Background: an optimization exercise with open tools, aiming at small area, a short achievable clock period and few clock cycles. Do not read the settings as production practice. Only simulation tests tie the RTL to the original design; equivalence was not proved. Power figures rest on the tool's default switching activity, not on a simulated workload.

File: flow/run.sh
#!/bin/bash
set -euo pipefail
bash standard.sh SETUP_SLACK_MARGIN=6.4 'BUFFER_PORTS_ARGS=-buffer_cell sky130_fd_sc_hd__buf_2' finish > layout_make.log 2>&1
File: standard.sh
#!/bin/bash
# synth_recipe.tcl (not shown) runs the flow's synth.tcl, then flattens the netlist and writes it again
# the make line also repeats each setting of config.mk as NAME=value (left out here)
make -C /OpenROAD-flow-scripts/flow DESIGN_CONFIG=/design/flow/config.mk WORK_HOME=/design/flow/orfs CLKGATE_MAP_FILE= SYNTH_SCRIPT=/design/flow/synth_recipe.tcl "${@:-finish}"
File: config.mk
export PLATFORM = sky130hd
export DESIGN_NAME = fpl
export DESIGN_NICKNAME = fpl
export VERILOG_FILES = /design/flow/design.v
export SDC_FILE = /design/flow/constraint.sdc
export NUM_CORES = 4
export LEC_CHECK = 0
export CAP_MARGIN = 20
export CORE_MARGIN = 2
export CORE_UTILIZATION = 48
export CTS_CLUSTER_DIAMETER = 100
export CTS_CLUSTER_SIZE = 24
export PLACE_DENSITY = 0.67
export SLEW_MARGIN = 20
export TNS_END_PERCENT = 100
File: constraint.sdc
create_clock -name core_clock -period 10.0 [get_ports {clk}]
set_input_delay 2.0000 -clock core_clock [delete_from_list [all_inputs] [get_ports {clk}]]
set_output_delay 2.0000 -clock core_clock [all_outputs]
set_load 0.01 [all_outputs]
File: design.v
module fpl (
    input  wire         clk,
    input  wire         rst,             
    input  wire         row_we,
    input  wire [6:0]   row_addr,
    input  wire [7:0]   row_wdata,
    input  wire         bitcnt_we,
    input  wire [15:0]  bitcnt_wdata,
    input  wire         cmd_we,
    input  wire [2:0]   cmd_entry,
    output reg  [1:0]   phase,           
    output reg  [2:0]   outcome,
    output reg  [3:0]   variant,
    output reg          mic_ok,
    output wire [15:0]  bitoff,
    output reg  [4:0]   flen,
    output reg  [135:0] frame,           
    output reg  [19:0]  present,
    output reg  [23:0]  f_id,
    output reg  [15:0]  f_batt,
    output reg  [11:0]  f_batt_mv,
    output reg  [15:0]  f_temp,
    output reg  [7:0]   f_hum,
    output reg  [15:0]  f_press,
    output reg  [8:0]   f_wdir,
    output reg  [23:0]  f_wavg,
    output reg  [23:0]  f_wmax,
    output reg  [24:0]  f_rain,
    output reg  [15:0]  f_uv,
    output reg  [3:0]   f_uvi,
    output reg  [23:0]  f_light,
    output reg  [13:0]  f_pm25,
    output reg  [13:0]  f_pm10,
    output reg  [7:0]   f_moist,
    output reg  [2:0]   f_boost,
    output reg  [8:0]   f_adraw,
    output reg  [47:0]  f_rclk
);
    localparam [1:0] PH_IDLE = 2'd0, PH_BUSY = 2'd1, PH_DONE = 2'd2;
    localparam [2:0] OC_OK = 3'd0, OC_ABORT_LENGTH = 3'd1, OC_ABORT_EARLY = 3'd2,
                     OC_FAIL_SANITY = 3'd3, OC_FAIL_INTEGRITY = 3'd4,
                     OC_CMD_ILLEGAL = 3'd5;
    localparam [3:0] V_WH2 = 4'd0, V_WH2A = 4'd1, V_WH5 = 4'd2, V_TELLDUS = 4'd3,
                     V_WH0530 = 4'd4, V_WH24 = 4'd5, V_WH65B = 4'd6, V_WH25 = 4'd7,
                     V_WH32 = 4'd8, V_WH32B = 4'd9, V_WH0290 = 4'd10, V_WH51 = 4'd11,
                     V_ALV1 = 4'd12, V_ALV2 = 4'd13, V_ALDCF = 4'd14, V_NONE = 4'd15;
    localparam [1:0] SRC_7 = 2'd0, SRC_8 = 2'd1, SRC_9 = 2'd2, SRC_CAP = 2'd3;
    localparam [23:0] PREAMBLE = 24'hAA2DD4;
    function [7:0] crc8_byte;
        input [7:0] c;
        input [7:0] d;
        integer i;
        reg [7:0] r;
        begin
            r = c ^ d;
            for (i = 0; i < 8; i = i + 1)
                r = r[7] ? ((r << 1) ^ 8'h31) : (r << 1);
            crc8_byte = r;
        end
    endfunction
    reg [7:0]  row_mem [0:127];
    reg [10:0] bc;                   
    reg        bc_ill;               
    reg        b47, b48, b49, b55, b63, b71, b95;       
    reg        lt160, lt190, gt215, lt440, le510;
    reg [2:0]  entry_r;              
    localparam [1:0] ST_IDLE = 2'd0, ST_REPLAY = 2'd1, ST_FIELDS = 2'd2;
    reg  [1:0] st;
    wire busy   = (st != ST_IDLE);
    wire replay = (st == ST_REPLAY);
    wire        in_busy = (phase == PH_BUSY);
    reg         r_we, r_bwe, r_cmd;
    reg  [6:0]  r_addr;
    reg  [7:0]  r_wdata;
    reg  [15:0] r_bitcnt;
    reg  [2:0]  r_entry;
    always @(posedge clk) begin
        r_we     <= row_we && !in_busy;
        r_addr   <= row_addr;
        r_wdata  <= row_wdata;
        r_bwe    <= bitcnt_we && !in_busy && !rst;
        r_bitcnt <= bitcnt_wdata;
        r_cmd    <= cmd_we && !in_busy && !rst;
        r_entry  <= cmd_entry;
    end
    always @(posedge clk) begin
        if (r_we)
            row_mem[r_addr] <= r_wdata;
    end
    always @(posedge clk) begin
        if (rst) begin
            bc     <= 11'd0;
            bc_ill <= 1'b0;
            {b47, b48, b49, b55, b63, b71, b95} <= 7'd0;
            {lt160, lt190, gt215, lt440, le510} <= 5'b11011;
        end else if (r_bwe) begin
            bc     <= r_bitcnt[10:0];
            bc_ill <= (r_bitcnt > 16'd1024);
            b47    <= (r_bitcnt[10:0] == 11'd47);
            b48    <= (r_bitcnt[10:0] == 11'd48);
            b49    <= (r_bitcnt[10:0] == 11'd49);
            b55    <= (r_bitcnt[10:0] == 11'd55);
            b63    <= (r_bitcnt[10:0] == 11'd63);
            b71    <= (r_bitcnt[10:0] == 11'd71);
            b95    <= (r_bitcnt[10:0] == 11'd95);
            lt160  <= (r_bitcnt[10:0] < 11'd160);
            lt190  <= (r_bitcnt[10:0] < 11'd190);
            gt215  <= (r_bitcnt[10:0] > 11'd215);
            lt440  <= (r_bitcnt[10:0] < 11'd440);
            le510  <= (r_bitcnt[10:0] <= 11'd510);
        end
    end
    reg  [7:0]  nw;
    wire        covered = ({nw, 3'b000} >= bc);
    reg  [6:0]  rp;
    reg  [7:0]  rd;
    reg         rv;
    reg  [7:0]  rdx;
    integer     k;
    always @* begin
        rdx = 8'd0;
        for (k = 0; k < 128; k = k + 1)
            rdx = rdx | (row_mem[k] & {8{rp == k}});
    end
    always @(posedge clk) begin
        rd <= rdx;
        if (replay) begin
            rp <= rp + 7'd1;
            rv <= 1'b1;
        end else begin
            rp <= nw[6:0];
            rv <= 1'b0;
        end
    end
    wire        host_w  = r_we;
    wire        restart = replay ? (nw == 8'd0) : (r_addr == 7'd0);
    wire        use_b   = replay ? (rv && !covered)
                                 : (host_w && (r_addr == 7'd0 || {1'b0, r_addr} == nw));
    wire        inval   = !replay && host_w && (r_addr != 7'd0) && ({1'b0, r_addr} < nw);
    wire [7:0]  fb      = replay ? rd : r_wdata;
    wire [7:0]  ai      = restart ? 8'd0 : nw;       
    reg  [7:0]  prev1, prev2, prev3;     
    wire [7:0]  al7 = {prev1[0], fb[7:1]};           
    wire [7:0]  al9 = {prev1[6:0], fb[7]};           
    reg  [7:0]  c7, s7, c8, c9;
    reg         c7ok4, c7ok6, c7ok9, s7ok7, s7ok10, c8ok4, c9ok4;
    wire [31:0] win = {prev3, prev2, prev1, fb};
    reg  [7:0]  m;
    reg  [2:0]  mi;
    integer     i;
    always @* begin
        for (i = 0; i < 8; i = i + 1)
            m[i] = (win[30 - i -: 24] == PREAMBLE);
        mi = 3'd0;
        for (i = 7; i >= 0; i = i - 1)
            if (m[i]) mi = i;
    end
    reg         found;
    reg  [6:0]  qa;                  
    reg  [2:0]  qi;                  
    reg  [4:0]  ck;                  
    reg  [135:0] cap;                
    reg  [7:0]  cs, ss, xs;
    reg         csok6, csok9, csok15, ssok6, ssok7, ssok10, ssok16, xok;
    wire [15:0] pb  = {prev1, fb};
    wire [15:0] pbs = pb >> (3'd7 - qi);
    wire [7:0]  alc = pbs[7:0];      
    integer j;
    always @(posedge clk) begin
        if (rst) begin
            nw    <= 8'd0;
            found <= 1'b0;
        end else if (use_b) begin
            nw    <= ai + 8'd1;
            prev1 <= fb;
            prev2 <= restart ? 8'd0 : prev1;
            prev3 <= restart ? 8'd0 : prev2;
            c8 <= restart ? 8'd0 : crc8_byte(c8, fb);
            c7 <= restart ? 8'd0 : crc8_byte(c7, al7);
            s7 <= restart ? 8'd0 : s7 + al7;
            c9 <= (ai <= 8'd1) ? 8'd0 : crc8_byte(c9, al9);
            if (ai == 8'd5)  c8ok4  <= (c8 == fb);
            if (ai == 8'd5)  c7ok4  <= (c7 == al7);
            if (ai == 8'd7)  c7ok6  <= (c7 == al7);
            if (ai == 8'd10) c7ok9  <= (c7 == al7);
            if (ai == 8'd8)  s7ok7  <= (s7 == al7);
            if (ai == 8'd11) s7ok10 <= (s7 == al7);
            if (ai == 8'd6)  c9ok4  <= (c9 == al9);
            if (restart) begin
                found <= 1'b0;
                ck    <= 5'd0;
                cs    <= 8'd0;
                ss    <= 8'd0;
                xs    <= 8'd0;
            end else if (!found) begin
                if (|m) begin
                    found <= 1'b1;
                    qa    <= ai[6:0];
                    qi    <= mi;
                end
            end else if (ck != 5'd17) begin
                for (j = 0; j < 17; j = j + 1)
                    if (ck == j) cap[8*j +: 8] <= alc;
                ck <= ck + 5'd1;
                cs <= crc8_byte(cs, alc);
                ss <= ss + alc;
                if (ck < 5'd6) xs <= xs ^ alc;
                if (ck == 5'd6)  begin csok6 <= (cs == alc); ssok6 <= (ss == alc); end
                if (ck == 5'd7)  begin ssok7 <= (ss == alc); xok <= ({xs[3:0], xs[7:4]} == alc); end
                if (ck == 5'd9)  csok9  <= (cs == alc);
                if (ck == 5'd10) ssok10 <= (ss == alc);
                if (ck == 5'd15) csok15 <= (cs == alc);
                if (ck == 5'd16) ssok16 <= (ss == alc);
            end
        end else if (inval) begin
            nw <= 8'd0;
        end
    end
    wire [2:0]  ent = replay ? entry_r : r_entry;
    wire [7:0]  row0 = row_mem[0];
    wire [7:0]  row1 = row_mem[1];
    wire        hdr_ff  = (row0 == 8'hFF);
    wire        hdr_fe  = (row0 == 8'hFE);
    wire        hdr_ff9 = (row0 == 8'hFF) && row1[7];
    wire        ones7   = (row0[7:1] == 7'h7F);
    wire        type3   = ({row0[0], row1[7:5]} == 4'h3);
    wire        type52  = ({row0[0], row1[7:1]} == 8'h52);
    reg  [87:0] fr7;
    reg  [39:0] fr8, fr9;
    always @* begin
        for (j = 0; j < 11; j = j + 1)
            fr7[8*j +: 8] = {row_mem[j][0], row_mem[j+1][7:1]};
        for (j = 0; j < 5; j = j + 1) begin
            fr8[8*j +: 8] = row_mem[j+1];
            fr9[8*j +: 8] = {row_mem[j+1][6:0], row_mem[j+2][7]};
        end
    end
    wire [9:0]  q    = {qa, qi};
    wire        match_now = use_b && !restart && !found && (|m);
    reg  [10:0] qp1, qp65, qp89, qp137, qp145;
    reg         qlt60, qv;
    always @(posedge clk) begin
        qp1   <= {1'b0, q} + 11'd1;
        qp65  <= {1'b0, q} + 11'd65;
        qp89  <= {1'b0, q} + 11'd89;
        qp137 <= {1'b0, q} + 11'd137;
        qp145 <= {1'b0, q} + 11'd145;
        qlt60 <= (q < 10'd60);
        qv    <= !match_now;
    end
    wire        qin   = found && qv;
    wire        len8  = qin && (bc >= qp65);             
    wire        len11 = qin && (bc >= qp89);
    wire        len17 = qin && (bc >= qp137);
    wire        wh24  = (bc < qp145) && qlt60;
    wire [7:0]  cf0   = cap[7:0];
    wire [10:0] offs  = qp1;
    wire ok_wh2  = c8ok4 && (fr8[7:4] == 4'h4);
    wire ok_wh2a = c7ok4 && (fr7[7:4] == 4'h4);
    wire ok_tell = c9ok4 && (fr9[7:4] == 4'h4);
    wire in_wh2  = c8ok4, in_wh2a = c7ok4, in_tell = c9ok4;
    wire in_alv1 = c7ok6, in_0530 = c7ok6 && s7ok7, in_alv2 = c7ok9 && s7ok10;
    wire in_24   = csok15 && ssok16, in_25 = ssok6 && xok, in_32 = ssok6;
    wire in_0290 = csok6 && ssok7, in_51 = csok9 && ssok10;
    wire sa_24   = (cf0 == 8'h24);
    reg [2:0] oc0, oc1, oc2, oc3, oc4;
    reg [3:0] v0, v1, v2, v3, v4;
    always @* begin
        v0 = V_NONE; oc0 = OC_OK;
        if (b48) begin
            if (!hdr_ff) oc0 = OC_ABORT_EARLY;
            else if (!in_wh2) oc0 = OC_FAIL_INTEGRITY;
            else if (!ok_wh2) oc0 = OC_FAIL_SANITY;
            else v0 = V_WH2;
        end else if (b55 || b47) begin
            if (!hdr_fe) oc0 = OC_ABORT_EARLY;
            else if (!in_wh2a) oc0 = OC_FAIL_INTEGRITY;
            else if (!ok_wh2a) oc0 = OC_FAIL_SANITY;
            else v0 = b55 ? V_WH2A : V_WH5;
        end else if (b49) begin
            if (!hdr_ff9) oc0 = OC_ABORT_EARLY;
            else if (!in_tell) oc0 = OC_FAIL_INTEGRITY;
            else if (!ok_tell) oc0 = OC_FAIL_SANITY;
            else v0 = V_TELLDUS;
        end else
            oc0 = OC_ABORT_LENGTH;
        v1 = V_NONE; oc1 = OC_OK;
        if (b63) begin
            if (!ones7 || !type3) oc1 = OC_ABORT_EARLY;
            else if (!in_alv1) oc1 = OC_FAIL_INTEGRITY;
            else v1 = V_ALV1;
        end else if (b95) begin
            if (!ones7 || !(type52 || type3)) oc1 = OC_ABORT_EARLY;
            else if (!in_alv2) oc1 = OC_FAIL_INTEGRITY;
            else v1 = type52 ? V_ALDCF : V_ALV2;
        end else if (b71) begin
            if (!ones7 || !type3) oc1 = OC_ABORT_EARLY;
            else if (!in_0530) oc1 = OC_FAIL_INTEGRITY;
            else v1 = V_WH0530;
        end else
            oc1 = OC_ABORT_LENGTH;
        v2 = V_NONE; oc2 = OC_OK;
        if (lt190 || gt215 || !len17) oc2 = OC_ABORT_LENGTH;
        else if (!in_24) oc2 = OC_FAIL_INTEGRITY;
        else if (!sa_24) oc2 = OC_FAIL_SANITY;
        else v2 = wh24 ? V_WH24 : V_WH65B;
        v3 = V_NONE; oc3 = OC_OK;
        if (lt160) begin
            if (!len8) oc3 = OC_ABORT_LENGTH;
            else if (!in_0290) oc3 = OC_FAIL_INTEGRITY;
            else v3 = V_WH0290;
        end else if (!lt190 && lt440) begin
            if (gt215 || !len17) oc3 = OC_ABORT_LENGTH;
            else if (!in_24) oc3 = OC_FAIL_INTEGRITY;
            else if (!sa_24) oc3 = OC_FAIL_SANITY;
            else v3 = wh24 ? V_WH24 : V_WH65B;
        end else begin
            if (!len8) oc3 = OC_ABORT_LENGTH;
            else if (cf0[7:4] == 4'hD && (lt190 || !le510)) begin
                if (!in_32) oc3 = OC_FAIL_INTEGRITY;
                else v3 = V_WH32;
            end else if (cf0[7:4] == 4'hE) begin
                if (lt190 || !le510) begin
                    if (!in_32) oc3 = OC_FAIL_INTEGRITY;
                    else v3 = V_WH32B;
                end else begin
                    if (!in_25) oc3 = OC_FAIL_INTEGRITY;
                    else v3 = V_WH25;
                end
            end else if (cf0 == 8'h41) begin
                if (!in_0290) oc3 = OC_FAIL_INTEGRITY;
                else v3 = V_WH0290;
            end else
                oc3 = OC_ABORT_EARLY;
        end
        v4 = V_NONE; oc4 = OC_OK;
        if (!len11) oc4 = OC_ABORT_LENGTH;
        else if (cf0 != 8'h51) oc4 = OC_ABORT_EARLY;
        else if (!in_51) oc4 = OC_FAIL_INTEGRITY;
        else v4 = V_WH51;
    end
    reg [2:0] d_oc;
    reg [3:0] d_var;
    always @* begin
        if (bc_ill) begin
            d_oc = OC_CMD_ILLEGAL; d_var = V_NONE;
        end else begin
            case (ent)
            3'd0:    begin d_oc = oc0; d_var = v0; end
            3'd1:    begin d_oc = oc1; d_var = v1; end
            3'd2:    begin d_oc = oc2; d_var = v2; end
            3'd3:    begin d_oc = oc3; d_var = v3; end
            3'd4:    begin d_oc = oc4; d_var = v4; end
            default: begin d_oc = OC_CMD_ILLEGAL; d_var = V_NONE; end
            endcase
        end
    end
    reg [16:0]  lm;              
    reg [1:0]   src;
    reg [10:0]  d_off;
    always @* begin
        case (ent)
        3'd0: begin
            src   = b48 ? SRC_8 : b49 ? SRC_9 : SRC_7;
            d_off = b48 ? 11'd8 : b49 ? 11'd9 : 11'd7;
            lm    = b55 ? 17'h0003F : 17'h0001F;
        end
        3'd1: begin
            src   = SRC_7;
            d_off = 11'd7;
            lm    = b63 ? 17'h0007F : b71 ? 17'h000FF : 17'h007FF;
        end
        3'd2: begin
            src   = SRC_CAP;
            d_off = offs;
            lm    = 17'h1FFFF;
        end
        3'd3: begin
            src   = SRC_CAP;
            d_off = offs;
            lm    = (!lt190 && lt440) ? 17'h1FFFF : 17'h000FF;
        end
        default: begin
            src   = SRC_CAP;
            d_off = offs;
            lm    = 17'h007FF;
        end
        endcase
    end
    reg [135:0] d_frame;
    always @* begin
        for (j = 0; j < 17; j = j + 1) begin
            case (src)
            SRC_7:   d_frame[8*j +: 8] = (j < 11) ? fr7[8*j +: 8] : 8'd0;
            SRC_8:   d_frame[8*j +: 8] = (j < 5)  ? fr8[8*j +: 8] : 8'd0;
            SRC_9:   d_frame[8*j +: 8] = (j < 5)  ? fr9[8*j +: 8] : 8'd0;
            default: d_frame[8*j +: 8] = cap[8*j +: 8];
            endcase
            if (!lm[j])
                d_frame[8*j +: 8] = 8'd0;
        end
    end
    reg  [10:0] off_r;
    reg  [15:0] vh;              
    assign bitoff = {5'd0, off_r};
    wire illegal = (ent > 3'd4) || bc_ill;
    wire decide  = replay ? covered : (!busy && r_cmd && (covered || illegal));
    always @(posedge clk) begin
        if (rst) begin
            st      <= ST_IDLE;
            phase   <= PH_IDLE;
            outcome <= 3'd0;
            variant <= V_NONE;
            vh      <= 16'd1 << V_NONE;
            off_r   <= 11'd0;
            frame   <= 136'd0;
        end else begin
            if (decide) begin
                st      <= ST_FIELDS;
                outcome <= d_oc;
                variant <= d_var;
                vh      <= 16'd1 << d_var;
                off_r   <= d_off;
                frame   <= d_frame;
            end
            if (cmd_we && !in_busy)
                phase <= PH_BUSY;
            case (st)
            ST_IDLE: begin
                if (r_cmd) begin
                    entry_r <= r_entry;
                    if (!decide) st <= ST_REPLAY;
                end
            end
            ST_FIELDS: begin
                phase <= PH_DONE;
                st    <= ST_IDLE;
                if (variant == V_NONE) begin
                    off_r <= 11'd0;
                    frame <= 136'd0;
                end
            end
            default: ;
            endcase
        end
    end
    wire         n_mic_ok;
    wire [4:0]   n_flen;
    wire [19:0]  n_present;
    wire [23:0]  n_id;
    wire [15:0]  n_batt;
    wire [11:0]  n_batt_mv;
    wire [15:0]  n_temp;
    wire [7:0]   n_hum;
    wire [15:0]  n_press;
    wire [8:0]   n_wdir;
    wire [23:0]  n_wavg, n_wmax;
    wire [24:0]  n_rain;
    wire [15:0]  n_uv;
    wire [3:0]   n_uvi;
    wire [23:0]  n_light;
    wire [13:0]  n_pm25, n_pm10;
    wire [7:0]   n_moist;
    wire [2:0]   n_boost;
    wire [8:0]   n_adraw;
    wire [47:0]  n_rclk;
    wire [8:0]  xa = {cap[28], cap[55:48]};
    wire [7:0]  xm = cap[63:56];
    reg  [15:0] ya;
    reg  [17:0] y3a;
    reg  [14:0] ym;
    reg  [16:0] y3m;
    always @(posedge clk) begin
        ya  <= {xa, 7'd0} - {xa, 1'b0} - xa;
        y3a <= {xa, 9'd0} - {xa, 7'd0} - {xa, 3'd0} - xa;
        ym  <= {xm, 7'd0} - {xm, 1'b0} - xm;
        y3m <= {xm, 9'd0} - {xm, 7'd0} - {xm, 3'd0} - xm;
    end
    wire [15:0] rcap = cap[79:64];
    wire [15:0] rfix = {fr7[39:32], fr7[31:24]};
    reg  [20:0] rbc, rbf;
    always @(posedge clk) begin
        rbc <= {rcap, 4'd0} + {rcap, 2'd0} + {rcap, 1'b0};
        rbf <= {rfix, 4'd0} + {rfix, 2'd0} + {rfix, 1'b0};
    end
    fpl_dec u_dec (
        .vh(vh), .frame(frame), .ya(ya), .y3a(y3a), .ym(ym), .y3m(y3m), .rbc(rbc), .rbf(rbf),
        .mic_ok(n_mic_ok), .flen(n_flen), .present(n_present),
        .f_id(n_id), .f_batt(n_batt), .f_batt_mv(n_batt_mv), .f_temp(n_temp),
        .f_hum(n_hum), .f_press(n_press), .f_wdir(n_wdir), .f_wavg(n_wavg),
        .f_wmax(n_wmax), .f_rain(n_rain), .f_uv(n_uv), .f_uvi(n_uvi),
        .f_light(n_light), .f_pm25(n_pm25), .f_pm10(n_pm10), .f_moist(n_moist),
        .f_boost(n_boost), .f_adraw(n_adraw), .f_rclk(n_rclk)
    );
    always @(posedge clk) begin
        if (rst) begin
            mic_ok <= 1'b0; flen <= 5'd0; present <= 20'd0;
            f_id <= 24'd0;  f_batt <= 16'd0; f_batt_mv <= 12'd0; f_temp <= 16'd0;
            f_hum <= 8'd0;  f_press <= 16'd0; f_wdir <= 9'd0;    f_wavg <= 24'd0;
            f_wmax <= 24'd0; f_rain <= 25'd0; f_uv <= 16'd0;     f_uvi <= 4'd0;
            f_light <= 24'd0; f_pm25 <= 14'd0; f_pm10 <= 14'd0;  f_moist <= 8'd0;
            f_boost <= 3'd0; f_adraw <= 9'd0; f_rclk <= 48'd0;
        end else begin
            mic_ok <= n_mic_ok; flen <= n_flen; present <= n_present;
            f_id <= n_id;  f_batt <= n_batt; f_batt_mv <= n_batt_mv; f_temp <= n_temp;
            f_hum <= n_hum;  f_press <= n_press; f_wdir <= n_wdir;
            if (st == ST_FIELDS) begin
                f_wavg <= n_wavg;
                f_wmax <= n_wmax;
                f_rain <= n_rain;
            end f_uv <= n_uv;     f_uvi <= n_uvi;
            f_light <= n_light; f_pm25 <= n_pm25; f_pm10 <= n_pm10;  f_moist <= n_moist;
            f_boost <= n_boost; f_adraw <= n_adraw; f_rclk <= n_rclk;
        end
    end
endmodule
module fpl_dec (
    input  wire [15:0]  vh,              
    input  wire [135:0] frame,
    input  wire [15:0]  ya,              
    input  wire [17:0]  y3a,             
    input  wire [14:0]  ym,              
    input  wire [16:0]  y3m,             
    input  wire [20:0]  rbc,             
    input  wire [20:0]  rbf,             
    output wire         mic_ok,
    output reg  [4:0]   flen,
    output reg  [19:0]  present,
    output reg  [23:0]  f_id,
    output reg  [15:0]  f_batt,
    output reg  [11:0]  f_batt_mv,
    output reg  [15:0]  f_temp,
    output reg  [7:0]   f_hum,
    output reg  [15:0]  f_press,
    output reg  [8:0]   f_wdir,
    output reg  [23:0]  f_wavg,
    output reg  [23:0]  f_wmax,
    output reg  [24:0]  f_rain,
    output reg  [15:0]  f_uv,
    output reg  [3:0]   f_uvi,
    output reg  [23:0]  f_light,
    output reg  [13:0]  f_pm25,
    output reg  [13:0]  f_pm10,
    output reg  [7:0]   f_moist,
    output reg  [2:0]   f_boost,
    output reg  [8:0]   f_adraw,
    output reg  [47:0]  f_rclk
);
    localparam [3:0] V_WH2 = 4'd0, V_WH2A = 4'd1, V_WH5 = 4'd2, V_TELLDUS = 4'd3,
                     V_WH0530 = 4'd4, V_WH24 = 4'd5, V_WH65B = 4'd6, V_WH25 = 4'd7,
                     V_WH32 = 4'd8, V_WH32B = 4'd9, V_WH0290 = 4'd10, V_WH51 = 4'd11,
                     V_ALV1 = 4'd12, V_ALV2 = 4'd13, V_ALDCF = 4'd14, V_NONE = 4'd15;
    assign mic_ok = !vh[V_NONE];
    wire [7:0] f0  = frame[7:0];
    wire [7:0] f1  = frame[15:8];
    wire [7:0] f2  = frame[23:16];
    wire [7:0] f3  = frame[31:24];
    wire [7:0] f4  = frame[39:32];
    wire [7:0] f5  = frame[47:40];
    wire [7:0] f6  = frame[55:48];
    wire [7:0] f7  = frame[63:56];
    wire [7:0] f8  = frame[71:64];
    wire [7:0] f9  = frame[79:72];
    wire [7:0] f10 = frame[87:80];
    wire [7:0] f11 = frame[95:88];
    wire [7:0] f12 = frame[103:96];
    wire [7:0] f13 = frame[111:104];
    wire [7:0] f14 = frame[119:112];
    wire c_wh2  = (vh[V_WH2] | vh[V_WH2A] | vh[V_WH5] | vh[V_TELLDUS]);
    wire c_0530 = vh[V_WH0530] | vh[V_ALV1] | vh[V_ALV2];
    wire c_dcf  = vh[V_ALDCF];
    wire c_24   = vh[V_WH24] | vh[V_WH65B];
    wire c_25   = vh[V_WH25] | vh[V_WH32] | vh[V_WH32B];
    wire c_0290 = vh[V_WH0290];
    wire c_51   = vh[V_WH51];
    wire is65   = vh[V_WH65B];
    wire [11:0] temp12 = {f1[3:0], f2};
    wire        t24ok  = ({f3[2:0], f4} != 11'h7FF);
    reg  [11:0] ta, tb;
    always @* begin
        ta = 12'd0; tb = 12'd0;
        if (vh[V_WH5]) begin ta = temp12; tb = 12'd400; end
        else if (c_wh2) begin
            if (temp12[11]) tb = {1'b0, temp12[10:0]};
            else            ta = {1'b0, temp12[10:0]};
        end
        else if (c_0530) begin ta = {1'b0, f1[2:0], f2}; tb = 12'd400; end
        else if (c_24) begin ta = {1'b0, f3[2:0], f4}; tb = 12'd400; end
        else if (c_25) begin ta = {2'b0, f1[1:0], f2}; tb = 12'd400; end
    end
    wire [15:0] temp_d = {4'd0, ta} - {4'd0, tb};
    wire [15:0] temp_v = (c_24 && !t24ok) ? 16'd0 : temp_d;
    wire [15:0] rr   = c_24 ? {f9, f8} : c_0530 ? {f4, f3} : 16'd0;
    wire        rneg = c_24 && is65;
    wire [23:0] rt   = rneg ? {8'hFF, ~rr} : c_24 ? {3'd0, rbc} : c_0530 ? {3'd0, rbf} : 24'd0;
    wire [23:0] rh   = {1'b0, rr, 7'd0} + rt + {23'd0, rneg};
    wire [24:0] rain_v = {rh, 1'b0};
    function [23:0] wmul;
        input [15:0] y;
        input [17:0] y3;
        input        k65;
        begin
            wmul = k65 ? ({2'd0, y3, 4'd0} + {6'd0, y3}) : ({1'b0, y, 7'd0} - {4'd0, y, 4'd0});
        end
    endfunction
    wire [8:0]  wspd9 = {f3[4], f6};
    wire [8:0]  wdir9 = {f3[7], f2};
    wire        wavg_ok = c_24 && (wspd9 != 9'h1FF);
    wire        wmax_ok = c_24 && (f7 != 8'hFF);
    wire [23:0] wavg_v = wavg_ok ? wmul(ya, y3a, is65) : 24'd0;
    wire [23:0] wmax_v = wmax_ok ? wmul({1'b0, ym}, {1'b0, y3m}, is65) : 24'd0;
    wire [15:0] uv16 = {f10, f11};
    reg  [3:0]  uvi_v;
    always @* begin
        if      (uv16 > 16'd5029) uvi_v = 4'd13;
        else if (uv16 > 16'd4650) uvi_v = 4'd12;
        else if (uv16 > 16'd4277) uvi_v = 4'd11;
        else if (uv16 > 16'd3918) uvi_v = 4'd10;
        else if (uv16 > 16'd3512) uvi_v = 4'd9;
        else if (uv16 > 16'd3100) uvi_v = 4'd8;
        else if (uv16 > 16'd2761) uvi_v = 4'd7;
        else if (uv16 > 16'd2450) uvi_v = 4'd6;
        else if (uv16 > 16'd2017) uvi_v = 4'd5;
        else if (uv16 > 16'd1570) uvi_v = 4'd4;
        else if (uv16 > 16'd1210) uvi_v = 4'd3;
        else if (uv16 > 16'd851)  uvi_v = 4'd2;
        else if (uv16 > 16'd432)  uvi_v = 4'd1;
        else                      uvi_v = 4'd0;
    end
    wire [4:0]  bv  = f4[4:0];
    wire [11:0] mv  = {bv, 6'd0} + {bv, 5'd0} + {bv, 2'd0};
    wire [15:0] bmv = {4'd0, mv} - 16'd700;
    wire [23:0] light24 = {f12, f13, f14};
    wire [15:0] press16 = {f4, f5};
    always @* begin
        present = 20'd0;
        f_id = 24'd0;   f_batt = 16'd0;  f_batt_mv = 12'd0;
        f_hum = 8'd0;   f_press = 16'd0; f_wdir = 9'd0;
        f_uv = 16'd0;   f_uvi = 4'd0;
        f_light = 24'd0; f_pm25 = 14'd0; f_pm10 = 14'd0;    f_moist = 8'd0;
        f_boost = 3'd0; f_adraw = 9'd0;  f_rclk = 48'd0;
        flen = 5'd0;
        f_temp = temp_v;
        f_rain = rain_v;
        f_wavg = wavg_v;
        f_wmax = wmax_v;
        if (c_wh2) begin
            flen = vh[V_WH2A] ? 5'd6 : 5'd5;
            f_id = {16'd0, f0[3:0], f1[7:4]};
            present[0] = 1'b1;
            present[3] = 1'b1;
            if (f3 != 8'hFF) begin f_hum = f3; present[4] = 1'b1; end
        end
        if (c_0530) begin
            flen   = vh[V_WH0530] ? 5'd8 : vh[V_ALV1] ? 5'd7 : 5'd11;
            f_id   = {16'd0, f0[3:0], f1[7:4]};
            f_batt = {15'd0, ~f1[3]};
            present[0] = 1'b1; present[1] = 1'b1;
            present[3] = 1'b1; present[9] = 1'b1;
        end
        if (c_dcf) begin
            flen   = 5'd11;
            f_id   = {16'd0, f1};
            f_batt = {15'd0, ~f2[7]};
            f_rclk = {f3, f4, f5, f6, f7, f8};
            present[0] = 1'b1; present[1] = 1'b1; present[18] = 1'b1;
        end
        if (c_24) begin
            flen    = 5'd17;
            f_id    = {16'd0, f1};
            f_batt  = {15'd0, ~f3[3]};
            present[0] = 1'b1; present[1] = 1'b1;
            present[3] = t24ok;
            if (f5 != 8'hFF) begin f_hum = f5; present[4] = 1'b1; end
            if (wdir9 != 9'h1FF) begin f_wdir = wdir9; present[6] = 1'b1; end
            present[7] = wavg_ok;
            present[8] = wmax_ok;
            present[9] = 1'b1;
            if (uv16 != 16'hFFFF) begin
                f_uv = uv16; f_uvi = uvi_v;
                present[10] = 1'b1; present[11] = 1'b1;
            end
            if (light24 != 24'hFFFFFF) begin f_light = light24; present[12] = 1'b1; end
        end
        if (c_25) begin
            flen   = 5'd8;
            f_id   = {16'd0, f0[3:0], f1[7:4]};
            f_batt = {15'd0, ~f1[3]};
            present[0] = 1'b1; present[1] = 1'b1; present[3] = 1'b1;
            if (f3 != 8'hFF) begin f_hum = f3; present[4] = 1'b1; end
            if (!vh[V_WH32] && press16 != 16'hFFFF) begin
                f_press = press16; present[5] = 1'b1;
            end
        end
        if (c_0290) begin
            flen   = 5'd8;
            f_id   = {16'd0, f1};
            f_batt = {14'd0, f4[7:6]};
            f_pm25 = {f2[5:0], f3};
            f_pm10 = {f4[5:0], f5};
            present[0] = 1'b1; present[1] = 1'b1;
            present[13] = 1'b1; present[14] = 1'b1;
        end
        if (c_51) begin
            flen      = 5'd11;
            f_id      = {f1, f2, f3};
            f_batt_mv = mv;
            f_batt    = bmv;
            f_boost   = f4[7:5];
            f_moist   = f6;
            f_adraw   = {f7[0], f8};
            present[0]  = 1'b1; present[1]  = 1'b1; present[2]  = 1'b1;
            present[15] = 1'b1; present[16] = 1'b1; present[17] = 1'b1;
        end
        present[19] = mic_ok;
    end
endmodule
==> impl_metrics.tcl <==
set metrics [dict create \
    ys_warn_count 2 \
    cts.clk_slew.worst_paths_ns 0.10 \
    grt-ovfl-total 0 \
    port_buffers 531 \
    rsz0062_at_grt "yes" \
    hold_buffers 0 \
    worstSetupPathType "register to register" \
    clkLatencyLatePin_ns 0.83 \
    synth_top_area_cell "edfxtp_1" \
    routed_via_density 6.52 \
    clockPowerShare_pct 30.4 \
    cp.arrival_ns 4.29 \
    die_y_um 424 \
    use_met1_pct 50.5 \
    grt.met3_usage_pct 12.4 \
    num_rows 154 \
    gp_congestion 1.11 \
    cp_top_family "simple AND/OR/NAND/NOR gates" \
    hold_viol 0 \
    p_sw_share_pct 25.2 \
    synth_edf_count 1272 \
    slew-limit-headroom_pct 9.39 \
    r2r-start "rp[3]" \
    antenna_found_initial 20 \
    num_io_pins 540 \
    drv_slew 0 \
    clk_path_buf_depth 3 \
    p_comb_share_pct 8.5 \
    switchingPower_mw 3.75 \
    grt-busiest-layer "met2" \
    syn_inst 6963 \
    crit_fanout 9 \
    r2r_cells 8 \
    tightest_slew_ns 1.35 \
    ys_ff_latch 2000 \
    slowest_delay_ns 0.55 \
    fin_tns_setup_ns 0 \
    vias 66100 \
    holdPathStages 1 \
    critPathSlowestCell "dfxtp_1" \
    post-place-ws_ns 5.19 \
    outcome "timing/DRC/antenna clean" \
    cts_tree "done" \
    die_width_um 424 \
    initial_core_util_pct 48.2 \
    r2r_slack_ns 6.24 \
    postRouteAntennaNets 0 \
    numCtsBuffers 94 \
    fmax_mhz 266 \
    hold_slack_ns 0.445 \
    ir_drop_v 0.000159 \
    core_area_um2 176000 \
    leakage_nw 36.1 \
    min_period_ns 3.76 \
    path_buf_inv 1 \
    endpoint_kind "register" \
    min_to "mic_ok" \
    pwr-share-seq_pct 61.1 \
    period_share_pct 37.6 \
    gr-usage-all-layers_pct 39.4 \
    drtIter0Drc 10700 \
    p_int_mw 11.1 \
    power_mw 14.9 \
    clockRootBuffer "clkbuf_16" \
    min_path_type "register to register" \
    synth_top_area_share_pct 45.1 \
    r2r-end "rd[1]" \
    dr.pass1.iters 13 \
    dp_hpwl_mm 261 \
    setup_ws_ns 6.24 \
    grt_use_met2_pct 58.3 \
    grt_pass1_vias 60000 \
    yosys_most_used_dff "edfxtp_1" \
    cp_common_cell "nand4_1" \
    skew_ns 0.0712 \
    drive_gt1_share_pct 19.0 \
    grt_pass1_wl_mm 491 \
    cts_sinks 2000 \
    setup_viol 0 \
    avgSynthCellArea_um2 12.2 \
    synth_area_um2 84700 \
    die_area_um2 180000 \
    async_flop_share_pct 0 \
    drc 0 \
    required_ns 10.53 \
    wl_per_cell_um 36.2 \
    synth.area.top_cells "edfxtp_1 45%, dfxtp_1 17%, ha_1 4.5%" \
    yosysSeqAreaShare_pct 62.3 \
    areaGrowthSynthToFinish_pct 14.8 \
    hold_start "vh[15]" \
    worst_setup_path_start_kind "register" \
    grt_max_degree 99 \
    cp_cell_sequence "nor2b_1 > nand2_1 > nor2_1 > buf_4 > a22oi_2 > nand4_1 > nor3_2 > nand4_1" \
    synth_cell_types 102 \
    maxCapViolations 0 \
    wirelength_mm 367 \
    nets 8117 \
    p_per_area_nw_per_um2 153 \
    htree_levels 3 \
]
## through the flow
step	util, %	instance area (µm²)	instances
floorplan	-	85000	6970
global placement	52.3	92000	9828
detailed placement	52.4	92100	9833
CTS	54.7	96100	10100
global route	55.3	97200	10100
finish	55.3	97200	10100
## kinds of logic (layout without fill, tap and decap cells)
kind of cell    Yosys count  after routing  synth area share (%)
mux                      53             54                 0.800
xor+xnor                313            313                  3.26
flops                  2000           2000                  62.3
other cells               1             12               0.00443
buf+inv                 542           1354                  2.55
compound gates         1573           1574                  13.2
fa+ha+maj               351            351                  5.61
simple gates           2130           2131                  12.3
## layer usage
layer / part of all wire [%] / wire (µm)
met1: 37 / 136000
met2: 43 / 156000
met3: 13 / 46400
met4: 7.7 / 28300
met5: 0.045 / 165
## synthesized netlist by cell type (25+ instances only)
master	n
a211oi_1	34
a21o_1	37
a21oi_1	396
a221oi_1	164
a222oi_1	42
a22o_1	169
a22oi_1	249
and2_1	196
and3_1	91
buf_4	25
clkbuf_1	242
dfxtp_1	728
edfxtp_1	1272
fa_1	48
ha_1	303
inv_1	251
mux2i_1	31
nand2_1	444
nand2b_1	32
nand3_1	190
nand4_1	127
nor2_1	650
nor2b_1	49
nor3_1	159
nor4_1	51
o211ai_1	69
o21a_1	41
o21ai_0	155
o21bai_1	28
or3_1	30
xnor2_1	217
xor2_1	93
## power by group through the flow
| stage | combinational, mW | sequential, mW | clock (mW) |
|---|---|---|---|
| after floorplan | 0.635 | 9.20 | 0 |
| after global placement | 1.09 | 9.27 | 0 |
| after detailed placement | 1.11 | 9.27 | 0 |
| after CTS | 1.18 | 9.08 | 4.54 |
| after global routing | 1.33 | 9.09 | 4.80 |
| final | 1.26 | 9.09 | 4.53 |
## cell type report
class | count | area [µm²]
clock inverters | 10 | 87.6
diodes | 4 | 10.0
well taps | 2340 | 2930
clock buffers | 144 | 2620
multi-input cells | 4431 | 31400
inverters | 255 | 985
fillers | 14900 | 78500
repair buffers | 943 | 6210
repair inverters | 2 | 17.5
flip-flops and latches | 2000 | 52900
## layout by cell type (no fill, tap or decap), drive strengths merged, types with 28 or more instances in the layout
| master | n |
|---|---|
| a211oi | 34 |
| a21o | 38 |
| a21oi | 397 |
| a221oi | 164 |
| a222oi | 42 |
| a22o | 169 |
| a22oi | 249 |
| and2 | 196 |
| and3 | 91 |
| buf | 930 |
| clkbuf | 154 |
| dfxtp | 728 |
| edfxtp | 1272 |
| fa | 48 |
| ha | 303 |
| inv | 259 |
| mux2i | 39 |
| nand2 | 445 |
| nand2b | 32 |
| nand3 | 191 |
| nand4 | 127 |
| nor2 | 650 |
| nor2b | 49 |
| nor3 | 159 |
| nor4 | 52 |
| o211ai | 69 |
| o21a | 41 |
| o21ai | 158 |
| o21bai | 28 |
| or3 | 30 |
| xnor2 | 219 |
| xor2 | 94 |
## sequential cells by signal (all words and copies together), names as in the netlist, 14 cells and up
signal / flops
f_rain: 24
ya: 15
f_wavg: 24
y3m: 17
f_press: 16
frame: 136
f_rclk: 48
rbc: 20
f_uv: 16
vh: 16
f_pm25: 14
ym: 14
r_bitcnt: 16
present: 14
cap: 136
f_pm10: 14
f_wmax: 23
f_id: 24
row_mem: 1024
rbf: 20
y3a: 18
f_light: 24
## worst max path at each step
stage | to | start | depth (start not counted)
finish | rd[1] | rp[3] | 8
global route | cap[40] | bc[7] | 13
CTS | f_temp[11] | vh[5] | 17
detailed placement | vh[11] | rst | 7
global placement | f_wmax[22] | rst | 10
floorplan | ss[7] | r_wdata[2] | 11
## timing repair
action,in CTS,in global routing
cloned,7,8
setup buffers,60,60
setup endpoints to repair,545,241
pin swaps,37,48
resized for setup,191,102
Testbench counts, summed over its fixed seeds: cycles 21,898.

[re-timing with driven ports]
The flow's constraints put no driver on any port. The routed layout listed below was extracted and timed again, unchanged, in two steps. Step 1, drivers: a clkbuf_16 drives clk and a buf_2 each remaining input, both assumed. Step 2 times the ports against the registers' clock, not the clock port: input delays grow and output delays shrink by t, the midpoint of the rising clock arrivals with the driver on. Three values: ideal ports, drivers, drivers and shift; two values: the first two.
t, ns: 0.882
setup WS [ns]: 6.240 / 6.240 / 5.704
slew at the worst register clock pin (ns): 0.12 / 0.12
cell pins on the clock port's net: 1
After both steps setup and hold are still met in this run. The setup slack of this run moves by 0.000 ns with the drivers and by -0.536 ns with both steps.
